Source: an optimization exercise on an open RTL-to-GDS flow (aim: small area and a short achievable clock period). Production flows keep margins and buffers that such runs may drop. RTL that was checked went through simulation tests only; none was proved equivalent to the original. Power and IR drop assume default switching activity.

==> run a: inputs <==
Design atis_decoder, start of the top module:
module atis_decoder (
    input  wire        clk,
    input  wire        rst,
    input  wire        sample_valid,
    input  wire [15:0] sample,
    output wire        id_valid,
    output wire [34:0] id_pairs,
    output wire [3:0]  id_len,
    output wire [79:0] id_text,
    output wire        locked,
    output wire        fault_ovf
);
==> flow/config.mk <==
export PLATFORM = sky130hd
export DESIGN_NAME = atis_decoder
export DESIGN_NICKNAME = atis_decoder
export VERILOG_FILES = /design/flow/design.v
export SDC_FILE = /design/flow/constraint.sdc
export NUM_CORES = 4
export LEC_CHECK = 0
export CAP_MARGIN = 20
export CORE_MARGIN = 2
export CORE_UTILIZATION = 65
export SLEW_MARGIN = 20
export SYNTH_HIERARCHICAL = 1
export SYNTH_MINIMUM_KEEP_SIZE = 0
==> flow/constraint.sdc <==
create_clock -name core_clock -period 12.0 [get_ports {clk}]
set_input_delay 2.4000 -clock core_clock [delete_from_list [all_inputs] [get_ports {clk}]]
set_output_delay 2.4000 -clock core_clock [all_outputs]
set_load 0.01 [all_outputs]
standard.sh (not shown) runs the stock make flow with config.mk's settings and CLKGATE_MAP_FILE= SYNTH_SCRIPT=/design/flow/synth_recipe.tcl, a recipe that flattens the netlist after the stock synthesis.
==> flow/flow/run.sh <==
#!/bin/bash
# Own layout flow: the standard flow (standard.sh, unchanged synthesis,
# floorplan, power grid, placement, CTS and routing), with plain buffers
# instead of delay buffers on the ports, and timing repair asked for 8 ns
# of setup slack at the 12 ns clock. The full make output goes to
# standard.log; ORFS keeps each step's log under orfs/logs.
set -euo pipefail
export BUFFER_PORTS_ARGS="-buffer_cell sky130_fd_sc_hd__buf_2"
export SETUP_SLACK_MARGIN=8.0
bash standard.sh > standard.log 2>&1
==> inputs of run b, as changes to run a <==
--- a/flow/design.v
+++ b/flow/design.v
@@ -9,30 +9,25 @@
 );
     reg        valid_q;
     reg        first_q;        
     reg [15:0] x_q;
     reg [19:0] oh;             
     wire       take = sample_valid && !rst;
     wire [19:0] oh_n = rst_q ? 20'd1 : !valid_q ? oh : {oh[18:0], oh[19]};
-    wire [17:0] rom_cm_n = {|(oh_n & 20'h03fc0), |(oh_n & 20'he0f07), |(oh_n & 20'h1b0c8), |(oh_n & 20'h290a4), |(oh_n & 20'h02094), |(oh_n & 20'h39920), |(oh_n & 20'h82112), |(oh_n & 20'h04802), |(oh_n & 20'h935dc), |(oh_n & 20'h449b8), |(oh_n & 20'hd0040), |(oh_n & 20'h2d9ba), |(oh_n & 20'h37816), |(oh_n & 20'h60e04), |(oh_n & 20'h170b2), |(oh_n & 20'hd66da), |(oh_n & 20'h926d8), |(oh_n & 20'h44122)};
-    wire [17:0] rom_sm_n = {|(oh_n & 20'h3fc00), |(oh_n & 20'h0f078), |(oh_n & 20'h30d86), |(oh_n & 20'h5094a), |(oh_n & 20'h11480), |(oh_n & 20'hc8b4e), |(oh_n & 20'h4929a), |(oh_n & 20'h89880), |(oh_n & 20'h6235a), |(oh_n & 20'ha0662), |(oh_n & 20'h08240), |(oh_n & 20'hb243e), |(oh_n & 20'h08806), |(oh_n & 20'h01804), |(oh_n & 20'h8e09a), |(oh_n & 20'h354b8), |(oh_n & 20'h104a8), |(oh_n & 20'ha5354)};
-    wire [17:0] rom_cs_n = {|(oh_n & 20'hf81f0), |(oh_n & 20'h718e3), |(oh_n & 20'h8a514), |(oh_n & 20'h0001a), |(oh_n & 20'h10780), |(oh_n & 20'h4e03a), |(oh_n & 20'hd1f26), |(oh_n & 20'h11120), |(oh_n & 20'hc6e1e), |(oh_n & 20'h0a484), |(oh_n & 20'h4126c), |(oh_n & 20'h8a492), |(oh_n & 20'h014f0), |(oh_n & 20'h30d40), |(oh_n & 20'h830b6), |(oh_n & 20'hf2b8e), |(oh_n & 20'ha2206), |(oh_n & 20'h509c8)};
-    wire [17:0] rom_ss_n = {|(oh_n & 20'hc0780), |(oh_n & 20'h8e31c), |(oh_n & 20'h514a2), |(oh_n & 20'h0bcf4), |(oh_n & 20'h03c10), |(oh_n & 20'hb80e4), |(oh_n & 20'h300c0), |(oh_n & 20'h09110), |(oh_n & 20'hf0ec6), |(oh_n & 20'hbc906), |(oh_n & 20'h6cd04), |(oh_n & 20'h920a2), |(oh_n & 20'h01618), |(oh_n & 20'h05610), |(oh_n & 20'h1a908), |(oh_n & 20'hc488a), |(oh_n & 20'hc088a), |(oh_n & 20'h27214)};
-    reg [17:0] rom_cm, rom_sm, rom_cs, rom_ss;
+    wire [17:0] rom_cm = {|(oh & 20'h03fc0), |(oh & 20'he0f07), |(oh & 20'h1b0c8), |(oh & 20'h290a4), |(oh & 20'h02094), |(oh & 20'h39920), |(oh & 20'h82112), |(oh & 20'h04802), |(oh & 20'h935dc), |(oh & 20'h449b8), |(oh & 20'hd0040), |(oh & 20'h2d9ba), |(oh & 20'h37816), |(oh & 20'h60e04), |(oh & 20'h170b2), |(oh & 20'hd66da), |(oh & 20'h926d8), |(oh & 20'h44122)};
+    wire [17:0] rom_sm = {|(oh & 20'h3fc00), |(oh & 20'h0f078), |(oh & 20'h30d86), |(oh & 20'h5094a), |(oh & 20'h11480), |(oh & 20'hc8b4e), |(oh & 20'h4929a), |(oh & 20'h89880), |(oh & 20'h6235a), |(oh & 20'ha0662), |(oh & 20'h08240), |(oh & 20'hb243e), |(oh & 20'h08806), |(oh & 20'h01804), |(oh & 20'h8e09a), |(oh & 20'h354b8), |(oh & 20'h104a8), |(oh & 20'ha5354)};
+    wire [17:0] rom_cs = {|(oh & 20'hf81f0), |(oh & 20'h718e3), |(oh & 20'h8a514), |(oh & 20'h0001a), |(oh & 20'h10780), |(oh & 20'h4e03a), |(oh & 20'hd1f26), |(oh & 20'h11120), |(oh & 20'hc6e1e), |(oh & 20'h0a484), |(oh & 20'h4126c), |(oh & 20'h8a492), |(oh & 20'h014f0), |(oh & 20'h30d40), |(oh & 20'h830b6), |(oh & 20'hf2b8e), |(oh & 20'ha2206), |(oh & 20'h509c8)};
+    wire [17:0] rom_ss = {|(oh & 20'hc0780), |(oh & 20'h8e31c), |(oh & 20'h514a2), |(oh & 20'h0bcf4), |(oh & 20'h03c10), |(oh & 20'hb80e4), |(oh & 20'h300c0), |(oh & 20'h09110), |(oh & 20'hf0ec6), |(oh & 20'hbc906), |(oh & 20'h6cd04), |(oh & 20'h920a2), |(oh & 20'h01618), |(oh & 20'h05610), |(oh & 20'h1a908), |(oh & 20'hc488a), |(oh & 20'hc088a), |(oh & 20'h27214)};
     reg        fin_go;         
     always @(posedge clk) begin
         rst_q   <= rst;
         valid_q <= take;
         x_q     <= take ? sample : 16'd0;
         first_q <= take && oh_n[0];
         oh      <= oh_n;
-        rom_cm  <= rom_cm_n;
-        rom_sm  <= rom_sm_n;
-        rom_cs  <= rom_cs_n;
-        rom_ss  <= rom_ss_n;
         fin_go  <= valid_q && oh[19];
     end
     wire [16:0] xs = {x_q[15], x_q};
     wire [16:0] x2 = {x_q, 1'b0};
     wire [16:0] pp_cm_0 = (({17{rom_cm[0]}} & xs) | ({17{rom_cm[1]}} & x2)) ^ {17{rom_cm[2]}};
     wire [16:0] pp_cm_1 = (({17{rom_cm[3]}} & xs) | ({17{rom_cm[4]}} & x2)) ^ {17{rom_cm[5]}};
     wire [16:0] pp_cm_2 = (({17{rom_cm[6]}} & xs) | ({17{rom_cm[7]}} & x2)) ^ {17{rom_cm[8]}};
==> flow/run.sh (new file) <==
#!/bin/bash
# synth_recipe.tcl (not shown) runs the flow's synth.tcl, then flattens the netlist and writes it again
# the make line also repeats each setting of config.mk as NAME=value (left out here)
make -C /OpenROAD-flow-scripts/flow DESIGN_CONFIG=/design/flow/config.mk WORK_HOME=/design/flow/orfs CLKGATE_MAP_FILE= SYNTH_SCRIPT=/design/flow/synth_recipe.tcl finish
removed: flow/flow/run.sh
removed: flow/standard.sh
==> qor summary <==
                                                                      run b                    run a
Run status                                          complete, no violations  complete, no violations
Total non-filler cell area in the finished layout              0.0480 sq mm             0.0500 sq mm
Share of the synthesized area in the top cell type                    24.1%                    23.2%
Met1 track demand over resource in global routing                     46.4%                    46.0%
Average footprint of a synthesized cell                          10.8 sq um               11.0 sq um
Finished Layout Cells                                                 4,961                    5,164
Maximum clock skew at final layout                                  31.6 ps                  36.0 ps
Number of cells upsized or downsized after cts                            0                        2
R2r setup slk                                                       6720 ps                  8180 ps
Mean number of vias per cell                                           6.44                     6.21
Routed metal-1 wire length                                   49,900 microns           50,800 microns
Grt met2 use                                                          55.8%                    53.2%
Net switching share of the total power                                38.1%                    38.2%
Crit path largest cell delay                                        1020 ps                   720 ps
Critical path data arrival time                                     5770 ps                  4310 ps
TritonCTS Buffers                                                        67                       71
Clk pwr                                                             2.09 mW                  2.41 mW
Layout filler cell count                                              4,943                    5,259

* * *

==> build 71: inputs <==
atis_decoder, a different RTL version from the one above (not shown whole).
==> flow/config.mk <==
export PLATFORM = sky130hd
export DESIGN_NAME = atis_decoder
export DESIGN_NICKNAME = atis_decoder
export VERILOG_FILES = /design/flow/design.v
export SDC_FILE = /design/flow/constraint.sdc
export NUM_CORES = 4
export LEC_CHECK = 0
export CAP_MARGIN = 20
export CORE_MARGIN = 2
export CORE_UTILIZATION = 65
export SLEW_MARGIN = 20
export SYNTH_HIERARCHICAL = 1
export SYNTH_MINIMUM_KEEP_SIZE = 0
==> flow/constraint.sdc <==
create_clock -name core_clock -period 12.0 [get_ports {clk}]
set_input_delay 2.4000 -clock core_clock [delete_from_list [all_inputs] [get_ports {clk}]]
set_output_delay 2.4000 -clock core_clock [all_outputs]
set_load 0.01 [all_outputs]
==> flow/flow/run.sh <==
#!/bin/bash
# Own layout flow: the standard flow (standard.sh, unchanged synthesis,
# floorplan, power grid, placement, CTS and routing), with plain buffers
# instead of delay buffers on the ports, and timing repair asked for 8 ns
# of setup slack at the 12 ns clock. The full make output goes to
# standard.log; ORFS keeps each step's log under orfs/logs.
set -euo pipefail
export BUFFER_PORTS_ARGS="-buffer_cell sky130_fd_sc_hd__buf_2"
export SETUP_SLACK_MARGIN=8.0
bash standard.sh > standard.log 2>&1
==> inputs of build 38, as changes to build 71 <==
--- a/flow/design.v
+++ b/flow/design.v
@@ -11,31 +11,27 @@
     reg        first_q;        
     reg [15:0] x_q;
     reg [19:0] oh;             
     wire       take = sample_valid && !rst;
     wire [19:0] oh_n = rst_q ? 20'd1 : !valid_q ? oh : {oh[18:0], oh[19]};
-    wire [17:0] rom_cm_n = {|(oh_n & 20'h03fc0), |(oh_n & 20'he0f07), |(oh_n & 20'h1b0c8), |(oh_n & 20'h290a4), |(oh_n & 20'h02094), |(oh_n & 20'h39920), |(oh_n & 20'h82112), |(oh_n & 20'h04802), |(oh_n & 20'h935dc), |(oh_n & 20'h449b8), |(oh_n & 20'hd0040), |(oh_n & 20'h2d9ba), |(oh_n & 20'h37816), |(oh_n & 20'h60e04), |(oh_n & 20'h170b2), |(oh_n & 20'hd66da), |(oh_n & 20'h926d8), |(oh_n & 20'h44122)};
-    wire [17:0] rom_sm_n = {|(oh_n & 20'h3fc00), |(oh_n & 20'h0f078), |(oh_n & 20'h30d86), |(oh_n & 20'h5094a), |(oh_n & 20'h11480), |(oh_n & 20'hc8b4e), |(oh_n & 20'h4929a), |(oh_n & 20'h89880), |(oh_n & 20'h6235a), |(oh_n & 20'ha0662), |(oh_n & 20'h08240), |(oh_n & 20'hb243e), |(oh_n & 20'h08806), |(oh_n & 20'h01804), |(oh_n & 20'h8e09a), |(oh_n & 20'h354b8), |(oh_n & 20'h104a8), |(oh_n & 20'ha5354)};
-    wire [17:0] rom_cs_n = {|(oh_n & 20'hf81f0), |(oh_n & 20'h718e3), |(oh_n & 20'h8a514), |(oh_n & 20'h0001a), |(oh_n & 20'h10780), |(oh_n & 20'h4e03a), |(oh_n & 20'hd1f26), |(oh_n & 20'h11120), |(oh_n & 20'hc6e1e), |(oh_n & 20'h0a484), |(oh_n & 20'h4126c), |(oh_n & 20'h8a492), |(oh_n & 20'h014f0), |(oh_n & 20'h30d40), |(oh_n & 20'h830b6), |(oh_n & 20'hf2b8e), |(oh_n & 20'ha2206), |(oh_n & 20'h509c8)};
-    wire [17:0] rom_ss_n = {|(oh_n & 20'hc0780), |(oh_n & 20'h8e31c), |(oh_n & 20'h514a2), |(oh_n & 20'h0bcf4), |(oh_n & 20'h03c10), |(oh_n & 20'hb80e4), |(oh_n & 20'h300c0), |(oh_n & 20'h09110), |(oh_n & 20'hf0ec6), |(oh_n & 20'hbc906), |(oh_n & 20'h6cd04), |(oh_n & 20'h920a2), |(oh_n & 20'h01618), |(oh_n & 20'h05610), |(oh_n & 20'h1a908), |(oh_n & 20'hc488a), |(oh_n & 20'hc088a), |(oh_n & 20'h27214)};
     reg        fin_go;         
     always @(posedge clk) begin
         rst_q   <= rst;
         valid_q <= take;
         x_q     <= take ? sample : 16'd0;
         oh      <= oh_n;
         fin_go  <= valid_q && oh[19];
     end
     wire       first_n = take && oh_n[0];
     wire [30:0] s_cm, c_cm;
-    atis_mac_cm u_mac_cm (.clk(clk), .first_n(first_n), .rom_n(rom_cm_n), .x(x_q), .s(s_cm), .c(c_cm));
+    atis_mac_cm u_mac_cm (.clk(clk), .first_n(first_n), .oh_n(oh_n), .x(x_q), .s(s_cm), .c(c_cm));
     wire [30:0] s_sm, c_sm;
-    atis_mac_sm u_mac_sm (.clk(clk), .first_n(first_n), .rom_n(rom_sm_n), .x(x_q), .s(s_sm), .c(c_sm));
+    atis_mac_sm u_mac_sm (.clk(clk), .first_n(first_n), .oh_n(oh_n), .x(x_q), .s(s_sm), .c(c_sm));
     wire [30:0] s_cs, c_cs;
-    atis_mac_cs u_mac_cs (.clk(clk), .first_n(first_n), .rom_n(rom_cs_n), .x(x_q), .s(s_cs), .c(c_cs));
+    atis_mac_cs u_mac_cs (.clk(clk), .first_n(first_n), .oh_n(oh_n), .x(x_q), .s(s_cs), .c(c_cs));
     wire [30:0] s_ss, c_ss;
-    atis_mac_ss u_mac_ss (.clk(clk), .first_n(first_n), .rom_n(rom_ss_n), .x(x_q), .s(s_ss), .c(c_ss));
+    atis_mac_ss u_mac_ss (.clk(clk), .first_n(first_n), .oh_n(oh_n), .x(x_q), .s(s_ss), .c(c_ss));
     wire [30:0] a_cm = s_cm + c_cm;
     reg  [19:0] f_cm;
     wire [30:0] a_sm = s_sm + c_sm;
     reg  [19:0] f_sm;
     wire [30:0] a_cs = s_cs + c_cs;
@@ -311,20 +307,21 @@
     end
 endmodule
 module atis_mac_cm (
     input  wire        clk,
     input  wire        first_n,    
-    input  wire [17:0] rom_n,      
+    input  wire [19:0] oh_n,       
     input  wire [15:0] x,          
     output reg  [30:0] s,
     output reg  [30:0] c
 );
     reg        first_q;
     reg [17:0] rom_cm;
+    wire [17:0] rom_cm_n = {|(oh_n & 20'h03fc0), |(oh_n & 20'he0f07), |(oh_n & 20'h1b0c8), |(oh_n & 20'h290a4), |(oh_n & 20'h02094), |(oh_n & 20'h39920), |(oh_n & 20'h82112), |(oh_n & 20'h04802), |(oh_n & 20'h935dc), |(oh_n & 20'h449b8), |(oh_n & 20'hd0040), |(oh_n & 20'h2d9ba), |(oh_n & 20'h37816), |(oh_n & 20'h60e04), |(oh_n & 20'h170b2), |(oh_n & 20'hd66da), |(oh_n & 20'h926d8), |(oh_n & 20'h44122)};
     always @(posedge clk) begin
         first_q <= first_n;
-        rom_cm  <= rom_n;
+        rom_cm  <= rom_cm_n;
     end
     wire [16:0] xs = {x[15], x};
     wire [16:0] x2 = {x, 1'b0};
     wire [16:0] pp_cm_0 = (({17{rom_cm[0]}} & xs) | ({17{rom_cm[1]}} & x2)) ^ {17{rom_cm[2]}};
     wire [16:0] pp_cm_1 = (({17{rom_cm[3]}} & xs) | ({17{rom_cm[4]}} & x2)) ^ {17{rom_cm[5]}};
@@ -556,20 +553,21 @@
     end
 endmodule
 module atis_mac_sm (
     input  wire        clk,
     input  wire        first_n,    
-    input  wire [17:0] rom_n,      
+    input  wire [19:0] oh_n,       
     input  wire [15:0] x,          
     output reg  [30:0] s,
     output reg  [30:0] c
 );
     reg        first_q;
     reg [17:0] rom_sm;
+    wire [17:0] rom_sm_n = {|(oh_n & 20'h3fc00), |(oh_n & 20'h0f078), |(oh_n & 20'h30d86), |(oh_n & 20'h5094a), |(oh_n & 20'h11480), |(oh_n & 20'hc8b4e), |(oh_n & 20'h4929a), |(oh_n & 20'h89880), |(oh_n & 20'h6235a), |(oh_n & 20'ha0662), |(oh_n & 20'h08240), |(oh_n & 20'hb243e), |(oh_n & 20'h08806), |(oh_n & 20'h01804), |(oh_n & 20'h8e09a), |(oh_n & 20'h354b8), |(oh_n & 20'h104a8), |(oh_n & 20'ha5354)};
     always @(posedge clk) begin
         first_q <= first_n;
-        rom_sm  <= rom_n;
+        rom_sm  <= rom_sm_n;
     end
     wire [16:0] xs = {x[15], x};
     wire [16:0] x2 = {x, 1'b0};
     wire [16:0] pp_sm_0 = (({17{rom_sm[0]}} & xs) | ({17{rom_sm[1]}} & x2)) ^ {17{rom_sm[2]}};
     wire [16:0] pp_sm_1 = (({17{rom_sm[3]}} & xs) | ({17{rom_sm[4]}} & x2)) ^ {17{rom_sm[5]}};
@@ -801,20 +799,21 @@
     end
 endmodule
 module atis_mac_cs (
     input  wire        clk,
     input  wire        first_n,    
-    input  wire [17:0] rom_n,      
+    input  wire [19:0] oh_n,       
     input  wire [15:0] x,          
     output reg  [30:0] s,
     output reg  [30:0] c
 );
     reg        first_q;
     reg [17:0] rom_cs;
+    wire [17:0] rom_cs_n = {|(oh_n & 20'hf81f0), |(oh_n & 20'h718e3), |(oh_n & 20'h8a514), |(oh_n & 20'h0001a), |(oh_n & 20'h10780), |(oh_n & 20'h4e03a), |(oh_n & 20'hd1f26), |(oh_n & 20'h11120), |(oh_n & 20'hc6e1e), |(oh_n & 20'h0a484), |(oh_n & 20'h4126c), |(oh_n & 20'h8a492), |(oh_n & 20'h014f0), |(oh_n & 20'h30d40), |(oh_n & 20'h830b6), |(oh_n & 20'hf2b8e), |(oh_n & 20'ha2206), |(oh_n & 20'h509c8)};
     always @(posedge clk) begin
         first_q <= first_n;
-        rom_cs  <= rom_n;
+        rom_cs  <= rom_cs_n;
     end
     wire [16:0] xs = {x[15], x};
     wire [16:0] x2 = {x, 1'b0};
     wire [16:0] pp_cs_0 = (({17{rom_cs[0]}} & xs) | ({17{rom_cs[1]}} & x2)) ^ {17{rom_cs[2]}};
     wire [16:0] pp_cs_1 = (({17{rom_cs[3]}} & xs) | ({17{rom_cs[4]}} & x2)) ^ {17{rom_cs[5]}};
@@ -1046,20 +1045,21 @@
     end
 endmodule
 module atis_mac_ss (
     input  wire        clk,
     input  wire        first_n,    
-    input  wire [17:0] rom_n,      
+    input  wire [19:0] oh_n,       
     input  wire [15:0] x,          
     output reg  [30:0] s,
     output reg  [30:0] c
 );
     reg        first_q;
     reg [17:0] rom_ss;
+    wire [17:0] rom_ss_n = {|(oh_n & 20'hc0780), |(oh_n & 20'h8e31c), |(oh_n & 20'h514a2), |(oh_n & 20'h0bcf4), |(oh_n & 20'h03c10), |(oh_n & 20'hb80e4), |(oh_n & 20'h300c0), |(oh_n & 20'h09110), |(oh_n & 20'hf0ec6), |(oh_n & 20'hbc906), |(oh_n & 20'h6cd04), |(oh_n & 20'h920a2), |(oh_n & 20'h01618), |(oh_n & 20'h05610), |(oh_n & 20'h1a908), |(oh_n & 20'hc488a), |(oh_n & 20'hc088a), |(oh_n & 20'h27214)};
     always @(posedge clk) begin
         first_q <= first_n;
-        rom_ss  <= rom_n;
+        rom_ss  <= rom_ss_n;
     end
     wire [16:0] xs = {x[15], x};
     wire [16:0] x2 = {x, 1'b0};
     wire [16:0] pp_ss_0 = (({17{rom_ss[0]}} & xs) | ({17{rom_ss[1]}} & x2)) ^ {17{rom_ss[2]}};
     wire [16:0] pp_ss_1 = (({17{rom_ss[3]}} & xs) | ({17{rom_ss[4]}} & x2)) ^ {17{rom_ss[5]}};
@@ -1319,11 +1319,10 @@
     output wire [3:0]  id_len,
     output wire [79:0] id_text
 );
     reg  [9:0] ring;
     reg  [3:0] cnt;        
-    reg        pend;       
     reg        act;        
     reg        started;
     reg        alt;        
     reg  [2:0] out_len;
     reg        drop;       
@@ -1347,40 +1346,34 @@
         else if (sym_val >= 7'd20) tens_n = 4'd2;
         else if (sym_val >= 7'd10) tens_n = 4'd1;
         else                       tens_n = 4'd0;
     end
     wire [6:0] ones_w = sym_val - {tens_n, 3'b000} - {2'b00, tens_n, 1'b0};
-    reg        q_ok, q_le99, q_lock, q_lt10;
-    reg  [3:0] q_tens, q_ones;
-    always @(posedge clk) begin
-        q_ok   <= (sym_check == 3'd7 - sym_ones);
-        q_le99 <= (sym_val <= 7'd99);
-        q_lock <= (sym_val == 7'd125);
-        q_lt10 <= (sym_val < 7'd10);
-        q_tens <= tens_n;
-        q_ones <= ones_w[3:0];
-    end
+    wire       q_ok   = (sym_check == 3'd7 - sym_ones);
+    wire       q_le99 = (sym_val <= 7'd99);
+    wire       q_lock = (sym_val == 7'd125);
+    wire       q_lt10 = (sym_val < 7'd10);
+    wire [3:0] q_tens = tens_n;
+    wire [3:0] q_ones = ones_w[3:0];
     wire       read   = act && locked && q_ok && !alt && (started || q_le99);
     wire       keep   = read && q_le99;
-    wire       drop_n = (out_len == 3'd0) ? q_lt10 : drop;
+    wire       drop_n = (out_len == 3'd0) ? q_lt10 : !ndrop;
     assign locked_next = rst ? 1'b0 :
                          !act ? locked :
                          !locked ? (q_ok && q_lock) :
                          (q_ok && !(keep && out_len == 3'd4));
     always @(posedge clk) begin
         if (rst) begin
             cnt      <= 4'd0;
-            pend     <= 1'b0;
             act      <= 1'b0;
             id_valid <= 1'b0;
             started  <= 1'b0;
             alt      <= 1'b0;
             out_len  <= 3'd0;
         end else begin
             id_valid <= 1'b0;
-            pend     <= bit_valid && (cnt == 4'd9);
-            act      <= pend;
+            act      <= bit_valid && (cnt == 4'd9);
             if (bit_valid && cnt != 4'd9)
                 cnt <= cnt + 4'd1;
             if (act) begin
                 if (!locked) begin
                     if (q_ok && q_lock) begin
==> flow/flow/run.sh (replaced) <==
#!/bin/bash
# Own layout flow: the standard flow (standard.sh, unchanged synthesis,
# floorplan, power grid, placement, CTS and routing), with plain buffers
# instead of delay buffers on the ports, and timing repair asked for 8.5 ns
# of setup slack at the 12 ns clock. The full make output goes to
# standard.log; ORFS keeps each step's log under orfs/logs.
set -euo pipefail
export BUFFER_PORTS_ARGS="-buffer_cell sky130_fd_sc_hd__buf_2"
export SETUP_SLACK_MARGIN=8.5
bash standard.sh > standard.log 2>&1
CORE_UTILIZATION = 70   (was 65)
CTS_CLUSTER_DIAMETER = 80   (was not set)
CTS_CLUSTER_SIZE = 24   (was not set)
PLACE_DENSITY = 0.75   (was not set)
==> flow_metrics.env <==
export IMPL_status="complete, no violations"
export IMPL_place_inst=4982
export IMPL_htree_levels=3
export IMPL_met2WireLength_um=57900
export IMPL_power_mw=9.92
export IMPL_hp_start="u_sync.id_pairs[33]$_DFFE_PP_"
export IMPL_finalWirelength_um=121000
export IMPL_final_cells=5118
export IMPL_nFlopsAndLatches=631
[end of results for build 71]
==> flow_metrics.env <==
export IMPL_place_inst=4918
export IMPL_taps=873
export IMPL_status="complete, no violations"
export IMPL_finalWirelength_um=116000
export IMPL_synth_async_reset_ratio_pct=0
export IMPL_met2WireLength_um=54000
export IMPL_power_mw=9.01
export IMPL_nFlopsAndLatches=618
export IMPL_hp_start="u_sync.dig[7][0]$_DFFE_PP_"
export IMPL_endpoint="id_text[25]"
export IMPL_htree_levels=2
export IMPL_largest_reg_flops=40
export IMPL_yosysWarnings=14
[end of results for build 38]
No functional check of the RTL was part of any run of this note.

-- what the ideal ports hide --
In the flow no input, the clock included, has a driving cell. The finished layouts below were timed again as built, in two steps. Step 1, drivers: a clkbuf_16 drives clk and a buf_2 each remaining input, both assumed. Step 2, shift: input delay + t, output delay - t, t = (earliest + latest rising clock arrival at the registers) / 2. This alone moves slack from input paths to output paths. Three values: no drivers, after step 1, after step 2; two values: the first two.
run	t, ns	slack for setup (ns)	clock arrival spread, ns	worst register clock-pin slew, ns	worst data-port slew with drivers (ns)
run a	0.701	8.183 / 8.183 / 8.183	0.036 / 0.037	0.06 / 0.06	0.04
run b	0.675	6.722 / 6.722 / 6.722	0.031 / 0.031	0.06 / 0.06	0.04
build 71	0.715	8.286 / 8.243 / 8.286	0.034 / 0.034	0.07 / 0.07	0.03
build 38	0.677	8.322 / 8.255 / 8.517	0.023 / 0.023	0.10 / 0.10	0.03
After both steps setup and hold are still met in every run listed.
